Source: an optimization exercise on an open RTL-to-GDS flow (aim: small area, a short achievable clock period and few clock cycles). Production flows keep margins and buffers that such runs may drop. No functional check of the RTL was part of this run. Power figures rest on the tool's default switching activity, not on a simulated workload.

## design/flow/design.v

```verilog
module spsl_core (
    input  wire        clk,
    input  wire        rst,           
    input  wire        req_we,        
    input  wire [31:0] req_wdata,
    output reg  [31:0] rsp,
    output reg         busy,
    output reg         done,
    output reg         ovr,
    output reg         mem_en,
    output reg         mem_we,
    output reg  [15:0] mem_addr,
    output reg  [7:0]  mem_wdata,
    input  wire        mem_ready,
    input  wire [7:0]  mem_rdata,
    output reg         tmr_arm,
    input  wire        tmr_exp,
    output reg         adc_on,
    output reg         conv_start,
    input  wire        conv_done,
    input  wire [15:0] conv_data,
    output reg  [2:0]  adc_sel,
    output reg  [3:0]  amp_en,
    output reg         fe_pwr
);
    localparam [15:0] SAMPLE_COUNT = 16'd8;
    localparam [7:0]  MAXMSGLEN    = 8'd254;
    localparam [7:0]  DIAG_D0      = 8'hA5;
    localparam [7:0]  DIAG_D1      = 8'h5A;
    localparam [15:0] TYPE_SENSOR  = 16'h0001;
    localparam [15:0] TYPE_ERROR   = 16'hFFFF;
    localparam [7:0] OPC_CRC_SEND = 8'h01, OPC_CRC_RECV = 8'h02,
                     OPC_DISPATCH = 8'h10, OPC_FETCH    = 8'h20,
                     OPC_RRESET   = 8'h21, OPC_RWRITE   = 8'h22,
                     OPC_LABEL    = 8'h30, OPC_TCOUNT   = 8'h31,
                     OPC_TTYPE    = 8'h32, OPC_TDUR     = 8'h33,
                     OPC_SHUTOK   = 8'h34, OPC_READCH   = 8'h40;
    localparam [7:0] RC_OK = 8'h00, RC_ILLEGAL = 8'h01,
                     RC_BAD_OPERAND = 8'h02, RC_BAD_RANGE = 8'h03;
    localparam [3:0] S_IDLE    = 4'd0,
                     S_EXEC    = 4'd1,
                     S_CRC_RD  = 4'd2,
                     S_CRC_N1  = 4'd3,
                     S_CRC_N2  = 4'd4,
                     S_CRC_WH  = 4'd5,
                     S_CRC_WL  = 4'd6,
                     S_FETCH   = 4'd7,
                     S_LABEL   = 4'd8,
                     S_WARMUP  = 4'd9,
                     S_LOOP    = 4'd10,
                     S_SLEEP   = 4'd11,
                     S_DIV     = 4'd12,
                     S_FINISH  = 4'd13;
    reg  [3:0]  state;
    reg  [31:0] req;
    wire [7:0]  opc = req[31:24];
    wire [7:0]  fa  = req[23:16];
    wire [15:0] fb  = req[15:0];
    reg  [15:0] crc;
    reg  [7:0]  crc_byte;
    reg  [7:0]  byte_cnt;
    reg  [7:0]  slot_d0  [0:5];
    reg  [7:0]  slot_d1  [0:5];
    reg  [1:0]  slot_len [0:5];
    reg  [5:0]  slot_flag;
    reg  [2:0]  f_slot;
    reg  [1:0]  f_byte;
    reg  [3:0]  l_idx;
    reg  [31:0] acc [1:4];
    reg  [15:0] cnt;
    reg  [15:0] n_tgt;
    reg  [2:0]  ach;
    reg  [3:0]  ie;
    reg         conv_busy;
    reg         conv_ifg;
    reg  [15:0] conv_res;
    reg  [31:0] div_q;
    reg  [16:0] div_r;
    reg  [5:0]  div_i;
    integer i;
    reg  [3:0]  nib_in;
    reg  [3:0]  nib_t;
    reg  [15:0] nib_tbl;
    reg  [15:0] crc_next;
    always @* begin
        nib_in = (state == S_CRC_N1) ? crc_byte[7:4] : crc_byte[3:0];
        nib_t  = crc[15:12] ^ nib_in;
        case (nib_t)
            4'h0: nib_tbl = 16'h0000;  4'h1: nib_tbl = 16'h1021;
            4'h2: nib_tbl = 16'h2042;  4'h3: nib_tbl = 16'h3063;
            4'h4: nib_tbl = 16'h4084;  4'h5: nib_tbl = 16'h50A5;
            4'h6: nib_tbl = 16'h60C6;  4'h7: nib_tbl = 16'h70E7;
            4'h8: nib_tbl = 16'h8108;  4'h9: nib_tbl = 16'h9129;
            4'hA: nib_tbl = 16'hA14A;  4'hB: nib_tbl = 16'hB16B;
            4'hC: nib_tbl = 16'hC18C;  4'hD: nib_tbl = 16'hD1AD;
            4'hE: nib_tbl = 16'hE1CE;  default: nib_tbl = 16'hF1EF;
        endcase
        crc_next = {crc[11:0], 4'h0} ^ nib_tbl;
    end
    reg [127:0] label_str;
    reg [7:0]   label_byte;
    always @* begin
        case (fa)
            8'd0:    label_str = "SPSL DIAGNOSTIC ";
            8'd1:    label_str = "LIGHT CHANNEL 1 ";
            8'd2:    label_str = "LIGHT CHANNEL 2 ";
            8'd3:    label_str = "LIGHT CHANNEL 3 ";
            8'd4:    label_str = "LIGHT CHANNEL 4 ";
            default: label_str = "CANNOT COMPUTE!!";
        endcase
        label_byte = label_str[127 - 8*l_idx -: 8];
    end
    reg [7:0] fetch_n;
    always @* begin
        fetch_n = 8'd0;
        for (i = 0; i < 6; i = i + 1)
            if (slot_flag[i])
                fetch_n = fetch_n + 8'd2 + {6'd0, slot_len[i]};
    end
    wire [16:0] base_ext  = {1'b0, fb};
    wire        crc_len_ok = (fa >= 8'd3) && (fa <= MAXMSGLEN + 8'd1);
    wire        crc_oor    = (base_ext + {9'd0, fa}) > 17'h10000;
    wire        fetch_oor  = (base_ext + {9'd0, fetch_n}) > 17'h10000;
    wire        label_oor  = (base_ext + 17'd16) > 17'h10000;
    wire [3:0]  rw_len  = fa[7:4];
    wire [3:0]  rw_slot = fa[3:0];
    reg [2:0] f_next;
    reg       f_any;
    always @* begin
        f_any  = 1'b0;
        f_next = 3'd0;
        for (i = 5; i >= 0; i = i - 1)
            if (slot_flag[i] && (i[2:0] >= f_slot)) begin
                f_any  = 1'b1;
                f_next = i[2:0];
            end
    end
    reg [7:0] fetch_byte;
    always @* begin
        case (f_byte)
            2'd0:    fetch_byte = {5'd0, f_next};
            2'd1:    fetch_byte = {6'd0, slot_len[f_next]};
            2'd2:    fetch_byte = slot_d0[f_next];
            default: fetch_byte = slot_d1[f_next];
        endcase
    end
    wire [16:0] div_sh  = {div_r[15:0], div_q[31]};
    wire [16:0] div_sub = div_sh - {1'b0, n_tgt};
    task respond(input [7:0] code, input [15:0] value);
        begin
            rsp   <= {code, 8'h00, value};
            busy  <= 1'b0;
            done  <= 1'b1;
            state <= S_IDLE;
        end
    endtask
    always @(posedge clk) begin
        if (rst) begin
            state      <= S_IDLE;
            req        <= 32'd0;
            rsp        <= 32'd0;
            busy       <= 1'b0;
            done       <= 1'b0;
            ovr        <= 1'b0;
            mem_en     <= 1'b0;
            mem_we     <= 1'b0;
            mem_addr   <= 16'd0;
            mem_wdata  <= 8'd0;
            tmr_arm    <= 1'b0;
            adc_on     <= 1'b0;
            conv_start <= 1'b0;
            adc_sel    <= 3'd0;
            amp_en     <= 4'd0;
            fe_pwr     <= 1'b0;
            crc        <= 16'hFFFF;
            crc_byte   <= 8'd0;
            byte_cnt   <= 8'd0;
            slot_flag  <= 6'd0;
            for (i = 0; i < 6; i = i + 1) begin
                slot_d0[i]  <= 8'd0;
                slot_d1[i]  <= 8'd0;
                slot_len[i] <= 2'd0;
            end
            f_slot     <= 3'd0;
            f_byte     <= 2'd0;
            l_idx      <= 4'd0;
            for (i = 1; i <= 4; i = i + 1)
                acc[i] <= 32'd0;
            cnt        <= 16'd0;
            n_tgt      <= 16'd0;
            ach        <= 3'd0;
            ie         <= 4'd0;
            conv_busy  <= 1'b0;
            conv_ifg   <= 1'b0;
            conv_res   <= 16'd0;
            div_q      <= 32'd0;
            div_r      <= 17'd0;
            div_i      <= 6'd0;
        end else begin
            conv_start <= 1'b0;
            if (req_we) begin
                if (!busy) begin
                    req   <= req_wdata;
                    busy  <= 1'b1;
                    done  <= 1'b0;
                    state <= S_EXEC;
                end else begin
                    ovr <= 1'b1;
                end
            end
            if (conv_done && conv_busy && adc_on) begin
                conv_res  <= conv_data;
                conv_busy <= 1'b0;
                conv_ifg  <= 1'b1;
            end
            case (state)
            S_IDLE: ;
            S_EXEC: begin
                case (opc)
                OPC_CRC_SEND, OPC_CRC_RECV: begin
                    if (!crc_len_ok)
                        respond(RC_OK, 16'd0);
                    else if (crc_oor)
                        respond(RC_BAD_RANGE, fb);
                    else begin
                        crc      <= 16'hFFFF;
                        mem_addr <= fb;
                        byte_cnt <= (opc == OPC_CRC_SEND) ? fa - 8'd2 : fa;
                        mem_en   <= 1'b1;
                        mem_we   <= 1'b0;
                        state    <= S_CRC_RD;
                    end
                end
                OPC_DISPATCH: begin
                    if (fb[15:8] != 8'd0)
                        respond(RC_BAD_OPERAND, 16'd0);
                    else if (fa == 8'd0) begin
                        slot_d0[0]   <= DIAG_D0;
                        slot_d1[0]   <= DIAG_D1;
                        slot_len[0]  <= 2'd2;
                        slot_flag[0] <= 1'b1;
                        respond(RC_OK, 16'd0);
                    end else if (fa <= 8'd4) begin
                        fe_pwr  <= 1'b1;
                        ach     <= fa[2:0];
                        n_tgt   <= SAMPLE_COUNT;
                        tmr_arm <= 1'b1;
                        state   <= S_WARMUP;
                    end else
                        respond(RC_OK, 16'd0);
                end
                OPC_FETCH: begin
                    if (fa != 8'd0)
                        respond(RC_BAD_OPERAND, 16'd0);
                    else if (fetch_n == 8'd0)
                        respond(RC_OK, 16'd0);
                    else if (fetch_oor)
                        respond(RC_BAD_RANGE, fb);
                    else begin
                        f_slot   <= 3'd0;
                        f_byte   <= 2'd0;
                        byte_cnt <= fetch_n;
                        mem_addr <= fb;
                        state    <= S_FETCH;
                    end
                end
                OPC_RRESET: begin
                    if (fa != 8'd0 || fb != 16'd0)
                        respond(RC_BAD_OPERAND, 16'd0);
                    else begin
                        slot_flag <= 6'd0;
                        for (i = 0; i < 6; i = i + 1) begin
                            slot_d0[i]  <= 8'd0;
                            slot_d1[i]  <= 8'd0;
                            slot_len[i] <= 2'd0;
                        end
                        respond(RC_OK, 16'd0);
                    end
                end
                OPC_RWRITE: begin
                    if ((rw_len == 4'd1 && fb[7:0] != 8'd0) || rw_slot > 4'd5 ||
                        rw_len == 4'd0 || rw_len > 4'd2)
                        respond(RC_BAD_OPERAND, 16'd0);
                    else begin
                        slot_d0[rw_slot]   <= fb[15:8];
                        if (rw_len == 4'd2)
                            slot_d1[rw_slot] <= fb[7:0];
                        slot_len[rw_slot]  <= rw_len[1:0];
                        slot_flag[rw_slot] <= 1'b1;
                        respond(RC_OK, 16'd0);
                    end
                end
                OPC_LABEL: begin
                    if (label_oor)
                        respond(RC_BAD_RANGE, fb);
                    else begin
                        l_idx    <= 4'd0;
                        mem_addr <= fb;
                        state    <= S_LABEL;
                    end
                end
                OPC_TCOUNT: begin
                    if (fa != 8'd0 || fb != 16'd0)
                        respond(RC_BAD_OPERAND, 16'd0);
                    else
                        respond(RC_OK, 16'd4);
                end
                OPC_TTYPE: begin
                    if (fb != 16'd0)
                        respond(RC_BAD_OPERAND, 16'd0);
                    else if (fa >= 8'd1 && fa <= 8'd4)
                        respond(RC_OK, TYPE_SENSOR);
                    else
                        respond(RC_OK, TYPE_ERROR);
                end
                OPC_TDUR: begin
                    if (fb != 16'd0)
                        respond(RC_BAD_OPERAND, 16'd0);
                    else
                        respond(RC_OK, 16'd0);
                end
                OPC_SHUTOK: begin
                    if (fa != 8'd0 || fb != 16'd0)
                        respond(RC_BAD_OPERAND, 16'd0);
                    else
                        respond(RC_OK, 16'd1);
                end
                OPC_READCH: begin
                    if (fa < 8'd1 || fa > 8'd4 || fb == 16'd0)
                        respond(RC_BAD_OPERAND, 16'd0);
                    else begin
                        ach     <= fa[2:0];
                        n_tgt   <= fb;
                        tmr_arm <= 1'b1;
                        state   <= S_WARMUP;
                    end
                end
                default:
                    respond(RC_ILLEGAL, {8'd0, opc});
                endcase
            end
            S_CRC_RD: begin
                if (mem_ready) begin
                    crc_byte <= mem_rdata;
                    mem_en   <= 1'b0;
                    state    <= S_CRC_N1;
                end
            end
            S_CRC_N1: begin
                crc   <= crc_next;
                state <= S_CRC_N2;
            end
            S_CRC_N2: begin
                crc      <= crc_next;
                byte_cnt <= byte_cnt - 8'd1;
                mem_addr <= mem_addr + 16'd1;
                if (byte_cnt == 8'd1) begin
                    if (opc == OPC_CRC_SEND) begin
                        mem_en    <= 1'b1;
                        mem_we    <= 1'b1;
                        mem_wdata <= crc_next[15:8];
                        state     <= S_CRC_WH;
                    end else
                        respond(RC_OK, {15'd0, crc_next == 16'd0});
                end else begin
                    mem_en <= 1'b1;
                    state  <= S_CRC_RD;
                end
            end
            S_CRC_WH: begin
                if (mem_ready) begin
                    mem_addr  <= mem_addr + 16'd1;
                    mem_wdata <= crc[7:0];
                    state     <= S_CRC_WL;
                end
            end
            S_CRC_WL: begin
                if (mem_ready) begin
                    mem_en <= 1'b0;
                    mem_we <= 1'b0;
                    respond(RC_OK, 16'd1);
                end
            end
            S_FETCH: begin
                if (!mem_en) begin
                    if (!f_any)
                        respond(RC_OK, {8'd0, byte_cnt});
                    else begin
                        mem_en    <= 1'b1;
                        mem_we    <= 1'b1;
                        mem_wdata <= fetch_byte;
                    end
                end else if (mem_ready) begin
                    mem_en   <= 1'b0;
                    mem_we   <= 1'b0;
                    mem_addr <= mem_addr + 16'd1;
                    if (f_byte == 2'd1 + {1'b0, slot_len[f_next]}) begin
                        slot_d0[f_next]   <= 8'd0;
                        slot_d1[f_next]   <= 8'd0;
                        slot_len[f_next]  <= 2'd0;
                        slot_flag[f_next] <= 1'b0;
                        f_slot <= f_next + 3'd1;
                        f_byte <= 2'd0;
                    end else begin
                        f_slot <= f_next;
                        f_byte <= f_byte + 2'd1;
                    end
                end
            end
            S_LABEL: begin
                if (!mem_en) begin
                    mem_en    <= 1'b1;
                    mem_we    <= 1'b1;
                    mem_wdata <= label_byte;
                end else if (mem_ready) begin
                    mem_en   <= 1'b0;
                    mem_we   <= 1'b0;
                    mem_addr <= mem_addr + 16'd1;
                    l_idx    <= l_idx + 4'd1;
                    if (l_idx == 4'd15)
                        respond(RC_OK, 16'd16);
                end
            end
            S_WARMUP: begin
                if (tmr_exp) begin
                    tmr_arm     <= 1'b0;
                    amp_en      <= 4'd1 << (ach - 3'd1);
                    adc_sel     <= ach;
                    ie          <= 4'd1 << (ach - 3'd1);
                    conv_ifg    <= 1'b0;
                    acc[ach]    <= 32'd0;
                    cnt         <= 16'd0;
                    state       <= S_LOOP;
                end
            end
            S_LOOP: begin
                if (cnt < n_tgt) begin
                    adc_on     <= 1'b1;
                    conv_busy  <= 1'b1;
                    conv_start <= 1'b1;
                    state      <= S_SLEEP;
                end else begin
                    ie     <= 4'd0;
                    adc_on <= 1'b0;
                    amp_en <= 4'd0;
                    div_q  <= acc[ach];
                    div_r  <= 17'd0;
                    div_i  <= 6'd0;
                    state  <= S_DIV;
                end
            end
            S_SLEEP: begin
                if (conv_ifg && ie[ach - 3'd1]) begin
                    conv_ifg <= 1'b0;
                    acc[ach] <= acc[ach] + {16'd0, conv_res};
                    cnt      <= cnt + 16'd1;
                    state    <= S_LOOP;
                end
            end
            S_DIV: begin
                if (div_sub[16]) begin
                    div_r <= div_sh;
                    div_q <= {div_q[30:0], 1'b0};
                end else begin
                    div_r <= div_sub;
                    div_q <= {div_q[30:0], 1'b1};
                end
                div_i <= div_i + 6'd1;
                if (div_i == 6'd31)
                    state <= S_FINISH;
            end
            S_FINISH: begin
                acc[ach] <= 32'd0;
                cnt      <= 16'd0;
                n_tgt    <= 16'd0;
                ach      <= 3'd0;
                if (opc == OPC_DISPATCH) begin
                    slot_d0[ach]   <= div_q[15:8];
                    slot_d1[ach]   <= div_q[7:0];
                    slot_len[ach]  <= 2'd2;
                    slot_flag[ach] <= 1'b1;
                    fe_pwr         <= 1'b0;
                    respond(RC_OK, 16'd1);
                end else
                    respond(RC_OK, div_q[15:0]);
            end
            default: state <= S_IDLE;
            endcase
        end
    end
endmodule
```

## design/flow/run.sh

```bash
#!/bin/bash
# synth_recipe.tcl (not shown) runs the flow's synth.tcl, then flattens the netlist and writes it again
# the make line also repeats each setting of config.mk as NAME=value (left out here)
make -C /OpenROAD-flow-scripts/flow DESIGN_CONFIG=/design/flow/config.mk WORK_HOME=/design/flow/orfs CLKGATE_MAP_FILE= SYNTH_SCRIPT=/design/flow/synth_recipe.tcl finish
```

## design/flow/config.mk

```make
export PLATFORM = sky130hd
export DESIGN_NAME = spsl_core
export DESIGN_NICKNAME = spsl_core
export VERILOG_FILES = /design/flow/design.v
export SDC_FILE = /design/flow/constraint.sdc
export NUM_CORES = 4
export LEC_CHECK = 0
export CAP_MARGIN = 20
export CORE_MARGIN = 2
export CORE_UTILIZATION = 40
export SLEW_MARGIN = 20
```

## design/flow/constraint.sdc

```tcl
create_clock -name core_clock -period 10.0 [get_ports {clk}]
set_input_delay 2.0000 -clock core_clock [delete_from_list [all_inputs] [get_ports {clk}]]
set_output_delay 2.0000 -clock core_clock [all_outputs]
set_load 0.01 [all_outputs]
```

==> results.py <==
metrics = {
    "synth": {
        "synthCells": 3614,
        "syn_area_um2": 34260,
        "ys_warn_count": 1,
        "synth_edf_count": 366,
        "syn_area_per_cell_um2": 9.481,
        "ys_ff_latch": 617,
        "ys_seq_area_share_pct": 46.74,
        "synth_flop_cell": "edfxtp_1",
        "synth.distinct_cells": 104,
        "async_reset_ff_share_pct": 0,
    },
    "worst_setup_path": {
        "reg2reg_depth": 30,
        "worstSetupPathType": "register to register",
        "worstPathArrival_ps": 9640,
        "crit_fanout": 11,
        "critPathMaxStageDelay_ps": 650,
        "start_kind": "register",
        "reg2reg_to": "mem_addr[3]",
        "crit_slowest_cell": "a221oi_2",
        "rrSetupSlack_ps": 860,
        "end_kind": "register",
        "cp_data_required_time_ps": 10500,
        "reg2reg_from": "slot_flag[0]",
    },
    "route": {
        "wl_met2_um": 50890,
        "antenna_left": 0,
        "drt_wl_total_um": 111400,
        "drc": 0,
        "via_count": 28770,
        "wl_met3_um": 8858,
        "dr.pass1.iters": 5,
        "wl_met1_um": 47240,
        "drt-initial-drc-count": 2894,
        "wl_per_cell_um": 23.00,
        "viasPerCell": 5.941,
        "dr.max_layer_used": "met4",
    },
    "grt": {
        "grt_usage_pct": 25.02,
        "grt_pass1_wl_um": 166800,
        "grt-ovfl-total": 0,
        "grt_max_degree": 136,
        "antenna_found_initial": 0,
        "grt_pass1_vias": 26810,
    },
    "clock_tree": {
        "clkSlewWorstSetupHoldPaths_ps": 60,
        "post_cts_buffers": 0,
        "clk_latency_ps": 640,
        "cts.repair.resized": 0,
        "hold_buffers": 0,
        "clock-root-buffer": "clkbuf_16",
        "cts_buffers": 70,
        "htreeDepth": 3,
        "tritoncts": "built",
        "cts.sinks": 617,
        "clockBufferDepth": 3,
    },
    "layout": {
        "layout.filler_cells": 8075,
        "n_antenna_cell": 0,
        "drive_gt1_share_pct": 8.354,
        "finish.utilization_pct": 45.67,
        "area_growth_pct": 13.30,
        "num-nets-final": 3826,
    },
    "sta": {
        "max_freq_mhz": 109.4,
        "timing.setup.tns_ps": 0,
        "period_share_pct": 91.43,
        "setup_ws_ps": 857.2,
        "setup_viol": 0,
        "period_needed_ps": 9143,
        "clock_skew_ps": 34.08,
        "drv_slew": 0,
        "rsz0062_at_grt": "false",
        "hold_violations": 0,
        "worst_slew_pin_slew_ps": 1220,
        "max_slew_margin_pct": 18.69,
    },
    "run": {
        "cap_violations": 0,
    },
    "power": {
        "p_int_mw": 4.411,
        "power_density_nw_per_um2": 151.5,
        "leakage_nw": 13.69,
        "clkPwrFrac_pct": 44.9,
        "p_sw_share_pct": 25.00,
        "fin_total_pwr_mw": 5.881,
        "p_sw_mw": 1.470,
        "seqPwrFrac_pct": 47.4,
        "peakVddDrop_uv": 138.3,
        "pwr-share-comb_pct": 7.7,
    },
    "floorplanning": {
        "ios": 134,
        "core_region_area_um2": 85010,
        "die_height_um": 296.7,
        "start_util_pct": 40.30,
        "num_rows": 107,
        "dieArea_um2": 88020,
        "die_w_um": 296.7,
    },
    "placement": {
        "gp_congestion": 0.9724,
        "place_hpwl_um": 75890,
        "portBuffers": 119,
        "place_ws_ps": 984.2,
    },
    "min_path": {
        "hold_depth": 2,
        "hold_end": "div_q[26]",
        "hp-start": "div_q[25]",
        "hp-class": "register to register",
    },
    "run_status": {
        "status": "complete, no violations",
    },
}
==> cells in the mapped netlist (all sizes together) (59+ instances only) <==
master  instances  area (µm²)
nand2         491        1843
nor2          424        1597
edfxtp        366       10990
a21oi         299        1496
dfxtp         251        5025
clkbuf        177       665.6
o21ai         152       768.2
inv           132       495.5
ha            114        1426
nand3         110       550.5
nor3           82       410.4
mux4           65        1464
and3           62       387.9
buf            59       342.8
==> power by group through the flow <==
stage / registers [mW] / logic, mW / clock network, mW
6_report: 2.79 / 0.451 / 2.64
5_1_grt: 2.79 / 0.486 / 2.77
4_1_cts: 2.78 / 0.443 / 2.67
3_5_place_dp: 2.84 / 0.440 / 0
3_3_place_gp: 2.84 / 0.439 / 0
2_1_floorplan: 2.81 / 0.286 / 0
==> metal layers <==
| metal | GRT usage, % | vias to the layer above |
|---|---|---|
| met5 | 0 | - |
| met4 | 9.941 | 0 |
| met3 | 4.946 | 211 |
| met2 | 39.58 | 1185 |
| met1 | 33.73 | 14020 |
| li1 | - | 13360 |
==> registers in the layout, indices dropped and copies added, names as in the netlist, 3 cells and up, named ones only <==
| register | count |
|---|---|
| cnt | 16 |
| f_slot | 3 |
| mem_wdata | 8 |
| slot_d0 | 48 |
| slot_len | 14 |
| div_i | 6 |
| state | 4 |
| crc_byte | 8 |
| div_r | 16 |
| ach | 3 |
| byte_cnt | 8 |
| crc | 16 |
| conv_res | 16 |
| div_q | 32 |
| mem_addr | 16 |
| slot_d1 | 48 |
| n_tgt | 16 |
| adc_sel | 3 |
| acc | 256 |
| ie | 4 |
| req | 32 |
| slot_flag | 6 |
| rsp | 18 |
| l_idx | 4 |
==> layout make-up <==
cell class	count	area, µm²	area share (%)
Multi-Input combinational cell	2643	16880	43.48
Sequential cell	617	16020	41.27
Clock buffer	93	1961	5.050
Timing Repair Buffer	177	1653	4.257
Tap cell	1144	1431	3.687
Inverter	133	499.2	1.286
Clock inverter	36	376.6	0.9701
==> logic make-up (layout without fill, tap and decap cells) <==
| kind of cell | Yosys count | after routing | share of synthesized area, % |
|---|---|---|---|
| simple gates | 1390 | 1390 | 18.63 |
| compound gates | 903 | 903 | 17.27 |
| flops | 617 | 617 | 46.74 |
| buf+inv | 369 | 439 | 4.400 |
| mux | 128 | 128 | 6.131 |
| fa+ha+maj | 122 | 122 | 4.630 |
| xor+xnor | 84 | 84 | 2.187 |
| other cells | 1 | 16 | 0.01094 |
==> critical path: cells and delay by family (launching register included) <==
family / cells / cell delay (ps)
AO/OA/AOI/OAI: 10 / 2960
AND/OR/NAND/NOR: 6 / 1610
flip-flops: 1 / 530
XOR/XNOR: 1 / 190
adder cells (fa/ha/maj): 8 / 3200
multiplexers: 1 / 250
buffers and inverters: 4 / 280
==> placed cells by master, fill, tap and decap left out, drive strengths merged, types with 14 or more instances in the layout <==
| cell type | count |
|---|---|
| nor2b | 23 |
| clkinv | 27 |
| nand2 | 491 |
| a21o | 21 |
| conb | 16 |
| nor3b | 19 |
| buf | 59 |
| or4 | 15 |
| nor4 | 34 |
| o21a | 18 |
| o221ai | 26 |
| o31ai | 20 |
| o211ai | 58 |
| a22oi | 16 |
| o22ai | 31 |
| a31oi | 35 |
| nor3 | 82 |
| o311ai | 23 |
| clkdlybuf4s50 | 118 |
| o21ai | 152 |
| o21bai | 31 |
| ha | 114 |
| xor2 | 39 |
| xnor2 | 44 |
| nand2b | 24 |
| a21oi | 299 |
| clkbuf | 93 |
| edfxtp | 366 |
| nor2 | 424 |
| nand3 | 110 |
| inv | 135 |
| mux4 | 65 |
| dfxtp | 251 |
| mux2i | 58 |
| and3 | 62 |
| or3 | 20 |
| nand4 | 28 |
| and2 | 14 |
| a211oi | 34 |
==> per-stage QoR <==
stage                     hold WS [ps]  instance area [µm²]  instances
after floorplan                  431.9                34320       3629
after global placement           439.1                36450       4712
after detailed placement         444.9                36470       4713
after CTS                        454.1                38800       4842
after global routing             463.0                38820       4843
final                            455.5                38820       4843
==> how the worst max path moves through the flow <==
| stage | cells after the start | start | slack (ps) | end |
|---|---|---|---|---|
| 2_1_floorplan | 32 | slot_len[0][1] | 2450 | mem_addr[11] |
| 3_3_place_gp | 31 | slot_flag[0] | 1160 | mem_addr[3] |
| 3_5_place_dp | 31 | slot_flag[0] | 980 | mem_addr[2] |
| 4_1_cts | 31 | slot_flag[0] | 860 | mem_addr[3] |
| 5_1_grt | 30 | slot_flag[0] | 80 | mem_addr[0] |
| 6_report | 30 | slot_flag[0] | 860 | mem_addr[3] |

## re-timing with driven ports
No port has a modelled driver above. Below, the same layout with a new extraction and two added sets of constraints.
Step 1 sets driving cells, clkbuf_16 on the clock port and buf_2 on the other inputs (assumed; they add their load-dependent delay and slew).
Step 2, shift: input delay + t, output delay - t, t = (earliest + latest rising clock arrival at the registers) / 2. This alone moves slack from input paths to output paths.
Slacks: ideal ports / drivers / drivers and shift; pairs: ideal ports / drivers.
shift t [ns]: 0.698
setup WS [ns]: 0.857 / 0.857 / 0.857
worst slew at a driven data input, ns: 0.13
After both steps this run still meets setup and hold. The setup slack of this run moves by 0.000 ns with the drivers and by 0.000 ns with both steps.
